From an optimization exercise on the open Yosys and OpenROAD flow, aimed at small area, a short achievable clock period and few clock cycles; shortcuts taken in it are not production practice.
Function was checked by simulation only, so behaviour that the tests miss may differ from the original.
Power is estimated from default activity; no workload was simulated.

==> flow/design.v (excerpt) <==
module fcodec (
    input  wire        clk,
    input  wire        rst,
    input  wire        bus_req,
    input  wire        bus_we,
    input  wire [1:0]  bus_size,    
    input  wire [11:0] bus_addr,
    input  wire [31:0] bus_wdata,
    output wire        bus_ready,
    output reg  [31:0] bus_rdata,
    output wire        bus_err
);
clock: 12.0 ns
lec_check: 0
cap_margin: 30
core_margin: 2
core_utilization: 40
cts_cluster_diameter: 100
cts_cluster_size: 20
place_density: 0.5
setup_slack_margin: 5
slew_margin: 30
standard.sh (not shown) runs the stock make flow with config.mk's settings and CLKGATE_MAP_FILE= SYNTH_SCRIPT=/design/flow/synth_recipe.tcl, a recipe that flattens the netlist after the stock synthesis.
==> flow/flow/run.sh <==
#!/bin/bash
# Layout: the standard ORFS flow (standard.sh), with the bus pins kept
# together on the top edge (flow/io.tcl). ORFS writes each tool's output to
# its own logs (orfs/logs/...); make's output goes to make.log here.
set -euo pipefail
bash standard.sh finish IO_CONSTRAINTS="$PWD/flow/io.tcl" > make.log 2>&1
==> flow/flow/io.tcl <==
# Keep the bus pins together in the middle of the top edge, so that the
# read-data and handshake logic between them stays compact.
set die [ord::get_db_block]
set w [expr {[[$die getDieArea] dx] / [$die getDbUnitsPerMicron]}]
set lo [expr {int($w * 0.35)}]
set hi [expr {int($w * 0.65)}]
set_io_pin_constraint -region top:$lo-$hi -pin_names {bus_req bus_we bus_size[0] bus_size[1] bus_addr[0] bus_addr[1] bus_addr[2] bus_addr[3] bus_addr[4] bus_addr[5] bus_addr[6] bus_addr[7] bus_addr[8] bus_addr[9] bus_addr[10] bus_addr[11] bus_rdata[0] bus_rdata[1] bus_rdata[2] bus_rdata[3] bus_rdata[4] bus_rdata[5] bus_rdata[6] bus_rdata[7] bus_rdata[8] bus_rdata[9] bus_rdata[10] bus_rdata[11] bus_rdata[12] bus_rdata[13] bus_rdata[14] bus_rdata[15] bus_rdata[16] bus_rdata[17] bus_rdata[18] bus_rdata[19] bus_rdata[20] bus_rdata[21] bus_rdata[22] bus_rdata[23] bus_rdata[24] bus_rdata[25] bus_rdata[26] bus_rdata[27] bus_rdata[28] bus_rdata[29] bus_rdata[30] bus_rdata[31] bus_ready bus_err bus_wdata[0] bus_wdata[1] bus_wdata[2] bus_wdata[3] bus_wdata[4] bus_wdata[5] bus_wdata[6] bus_wdata[7] bus_wdata[8] bus_wdata[9] bus_wdata[10] bus_wdata[11] bus_wdata[12] bus_wdata[13] bus_wdata[14] bus_wdata[15] bus_wdata[16] bus_wdata[17] bus_wdata[18] bus_wdata[19] bus_wdata[20] bus_wdata[21] bus_wdata[22] bus_wdata[23] bus_wdata[24] bus_wdata[25] bus_wdata[26] bus_wdata[27] bus_wdata[28] bus_wdata[29] bus_wdata[30] bus_wdata[31]}
Testbench counts at the start, summed over its fixed seeds: cycles 138,024.
Edit:
==> flow/run.sh (new file) <==
#!/bin/bash
# synth_recipe.tcl (not shown) runs the flow's synth.tcl, then flattens the netlist and writes it again
# the make line also repeats each setting of config.mk as NAME=value (left out here)
make -C /OpenROAD-flow-scripts/flow DESIGN_CONFIG=/design/flow/config.mk WORK_HOME=/design/flow/orfs CLKGATE_MAP_FILE= SYNTH_SCRIPT=/design/flow/synth_recipe.tcl finish
removed: flow/flow/run.sh
removed: flow/flow/io.tcl
removed: flow/standard.sh
The changed run went through all stages and came out clean.
Synthesized cell count is unchanged.
Via count stays flat.
First-iteration DRC count climbs by 7.0%.
Setup slack loses 0.064 ns.
Cell area barely changes.
Edit:
--- a/flow/config.mk
+++ b/flow/config.mk
@@ -15 +15,2 @@
 export SLEW_MARGIN = 30
+export TNS_END_PERCENT = 30
The changed run ran to the end with no violations.
Cell area hardly moves.
Routed wire length went down by about 0.8%.
Clock power hardly moves.
Clock-buffer cell count went up by 47.
First-iteration DRC count went down by 2.8%.
Power is about the same.
Sequential share of layout area hardly moves.
Die area stays the same.
Fmax went up by 1.2%.
Clock skew went up by 0.0050 ns.
Edit:
--- a/flow/config.mk
+++ b/flow/config.mk
@@ -7,3 +7,3 @@
 export LEC_CHECK = 0
-export CAP_MARGIN = 30
+export CAP_MARGIN = 40
 export CORE_MARGIN = 2
@@ -14,3 +14,2 @@
 export SETUP_SLACK_MARGIN = 5
-export SLEW_MARGIN = 30
-export TNS_END_PERCENT = 30
+export SLEW_MARGIN = 65
The changed run produced a clean layout. Power stays flat. Register-to-register slack gets better by 0.22 ns. Final area rises by 3.5%. Via count rises by 1.2%. Cell count rises by 1.8%. Non-clock buffer count rises by 582. Clock power barely changes. Flip-flop and latch count does not change. Global-route usage rises by 0.44 points. Worst setup slack gets better by 0.20 ns. Clock skew falls by 0.013 ns.
Edit:
==> flow/flow/run.sh (new file) <==
#!/bin/bash
# Layout: the standard ORFS flow (standard.sh), with timing-driven global
# placement weighting the most critical nets more strongly. ORFS writes each
# tool's output to its own logs (orfs/logs/...); make's output goes to
# make.log here.
set -euo pipefail
bash standard.sh finish \
  "GLOBAL_PLACEMENT_ARGS=-timing_driven_net_weight_max 5 -timing_driven_nets_percentage 5" \
  > make.log 2>&1
==> flow/standard.sh (new file) <==
#!/bin/bash
# synth_recipe.tcl (not shown) runs the flow's synth.tcl, then flattens the netlist and writes it again
# the make line also repeats each setting of config.mk as NAME=value (left out here)
make -C /OpenROAD-flow-scripts/flow DESIGN_CONFIG=/design/flow/config.mk WORK_HOME=/design/flow/orfs CLKGATE_MAP_FILE= SYNTH_SCRIPT=/design/flow/synth_recipe.tcl "${@:-finish}"
--- a/flow/config.mk
+++ b/flow/config.mk
@@ -7,3 +7,3 @@
 export LEC_CHECK = 0
-export CAP_MARGIN = 40
+export CAP_MARGIN = 30
 export CORE_MARGIN = 2
@@ -14,2 +14,2 @@
 export SETUP_SLACK_MARGIN = 5
-export SLEW_MARGIN = 65
+export SLEW_MARGIN = 30
removed: flow/run.sh
Result:
- synthesized cell count does not change
- worst hold slack gains 0.020 ns
- clock-buffer cell count rose by 24
- cell count fell by a few percent
- total power fell slightly
- combinational power fell by a few percent
- clock power barely changes
- wire length fell by a few percent
- sequential cell count does not change
Edit:
==> flow/run.sh (new file) <==
#!/bin/bash
# synth_recipe.tcl (not shown) runs the flow's synth.tcl, then flattens the netlist and writes it again
# the make line also repeats each setting of config.mk as NAME=value (left out here)
make -C /OpenROAD-flow-scripts/flow DESIGN_CONFIG=/design/flow/config.mk WORK_HOME=/design/flow/orfs CLKGATE_MAP_FILE= SYNTH_SCRIPT=/design/flow/synth_recipe.tcl finish
--- a/flow/config.mk
+++ b/flow/config.mk
@@ -12,2 +12,3 @@
 export CTS_CLUSTER_SIZE = 20
+export GPL_ROUTABILITY_DRIVEN = 0
 export PLACE_DENSITY = 0.5
removed: flow/flow/run.sh
removed: flow/standard.sh
The changed run finished clean.
Sequential share of layout area is higher by 0.35 points.
Non-clock buffer count is lower by 77.
Die area stays the same.
Synthesized area is unchanged.
Final cell count is lower slightly.

========
Another version of the RTL of fcodec (not shown whole).
Size in the first run: roughly 17,000 cells after synthesis, ~260,000 um2 of cells after synthesis.
Design fcodec, start of the top module:
module fcodec (
    input  wire        clk,
    input  wire        rst,
    input  wire        bus_req,
    input  wire        bus_we,
    input  wire [1:0]  bus_size,    
    input  wire [11:0] bus_addr,
    input  wire [31:0] bus_wdata,
    output wire        bus_ready,
    output reg  [31:0] bus_rdata,
    output wire        bus_err
);
    localparam [2:0] OP_NOP = 3'd0, OP_ENCODE = 3'd1, OP_DECODE = 3'd2, OP_VERIFY = 3'd3;
    localparam [3:0] ERR_OK = 4'd0, ERR_NAR = 4'd1, ERR_TRUNC = 4'd2, ERR_ILL = 4'd3;
    localparam [2:0] TAG_NONE = 3'd0, TAG_V = 3'd1, TAG_I = 3'd2, TAG_P = 3'd3,
                     TAG_STR = 3'd4, TAG_UNK = 3'd5;
    function [7:0] sum4;
        input [31:0] w;
        sum4 = w[7:0] + w[15:8] + w[23:16] + w[31:24];
    endfunction
    function prn;
        input [7:0] b;
        prn = (b >= 8'h20) && (b <= 8'h7E);
    endfunction
    function [2:0] pc4;
        input [31:0] w;
        pc4 = {2'd0, prn(w[7:0])} + {2'd0, prn(w[15:8])} +
              {2'd0, prn(w[23:16])} + {2'd0, prn(w[31:24])};
    endfunction
    function [6:0] inc7;
        input [6:0] a;
        integer n;
        begin
            for (n = 0; n < 7; n = n + 1)
                inc7[n] = a[n] ^ (&(a | ~((7'd1 << n) - 7'd1)));
        end
    endfunction
    function lt7;
        input [6:0] a, b;
        integer n;
        reg     eq;
        begin
            lt7 = 1'b0;
            eq  = 1'b1;
  ...
export LEC_CHECK = 0
export CAP_MARGIN = 30
export CORE_MARGIN = 2
export CORE_UTILIZATION = 40
export CTS_CLUSTER_DIAMETER = 100
export CTS_CLUSTER_SIZE = 20
export PLACE_DENSITY = 0.5
export SETUP_SLACK_MARGIN = 5
export SLEW_MARGIN = 30
create_clock -name core_clock -period 12.0 [get_ports {clk}]
run.sh (not shown) runs the stock make flow with config.mk's settings and CLKGATE_MAP_FILE= SYNTH_SCRIPT=/design/flow/synth_recipe.tcl, a recipe that flattens the netlist after the stock synthesis.
Stock flow here: none of the scripts above is used.
The first run passed the timing, DRC and antenna checks.
Testbench counts at the start, summed over its fixed seeds: cycles 138,024.
Rerun with:
==> flow/flow/run.sh (new file) <==
#!/bin/bash
# Layout: the standard ORFS flow (standard.sh), with timing-driven global
# placement weighting the most critical nets more strongly. ORFS writes each
# tool's output to its own logs (orfs/logs/...); make's output goes to
# make.log here.
set -euo pipefail
bash standard.sh finish \
  "GLOBAL_PLACEMENT_ARGS=-timing_driven_net_weight_max 5 -timing_driven_nets_percentage 5" \
  > make.log 2>&1
==> flow/standard.sh (new file) <==
#!/bin/bash
# synth_recipe.tcl (not shown) runs the flow's synth.tcl, then flattens the netlist and writes it again
# the make line also repeats each setting of config.mk as NAME=value (left out here)
make -C /OpenROAD-flow-scripts/flow DESIGN_CONFIG=/design/flow/config.mk WORK_HOME=/design/flow/orfs CLKGATE_MAP_FILE= SYNTH_SCRIPT=/design/flow/synth_recipe.tcl "${@:-finish}"
removed: flow/run.sh
The changed run finished clean.
Worst setup slack degrades by 0.051 ns.
Routed wire length goes up by 0.35%.
Via count barely changes.

separate check: timing with driven ports:
No port has a modelled driver above. Below, the same layouts with a new extraction and two added sets of constraints.
Step 1: set_driving_cell puts a clkbuf_16 on clk and a buf_2 on each other input, an assumption about the parent block.
Step 2, shift: input delay + t, output delay - t, t = (earliest + latest rising clock arrival at the registers) / 2. This alone moves slack from input paths to output paths.
Slacks: ideal ports / drivers / drivers and shift; pairs: ideal ports / drivers.
run | t (ns) | slack for setup (ns) | hold WS [ns] | latest minus earliest clock arrival (ns) | slew at the worst register clock pin (ns)
the first run of note 1 | 1.217 | 4.600 / 4.332 / 3.560 | 0.452 / 0.452 / 0.452 | 0.135 / 0.134 | 0.11 / 0.11
the second run of note 1 | 1.237 | 4.536 / 4.379 / 3.595 | 0.450 / 0.450 / 0.450 | 0.142 / 0.142 | 0.11 / 0.11
the third run of note 1 | 1.253 | 4.624 / 4.445 / 3.416 | 0.451 / 0.451 / 0.451 | 0.135 / 0.135 | 0.11 / 0.11
the fourth run of note 1 | 1.230 | 4.823 / 4.640 / 3.676 | 0.440 / 0.440 / 0.440 | 0.129 / 0.129 | 0.10 / 0.10
the fifth run of note 1 | 1.256 | 4.623 / 4.325 / 3.563 | 0.460 / 0.460 / 0.460 | 0.123 / 0.123 | 0.11 / 0.11
the sixth run of note 1 | 1.240 | 4.450 / 4.186 / 3.473 | 0.442 / 0.442 / 0.442 | 0.151 / 0.152 | 0.11 / 0.11
the first run of note 2 | 1.220 | 4.737 / 4.269 / 3.506 | 0.466 / 0.466 / 0.466 | 0.104 / 0.105 | 0.10 / 0.10
the second run of note 2 | 1.240 | 4.687 / 4.287 / 3.271 | 0.464 / 0.464 / 0.464 | 0.095 / 0.095 | 0.10 / 0.10
After both steps setup and hold are still met in every run listed. The setup slack of the second run of note 2, which loses most, moves by -0.400 ns with the drivers and by -1.416 ns with both steps.
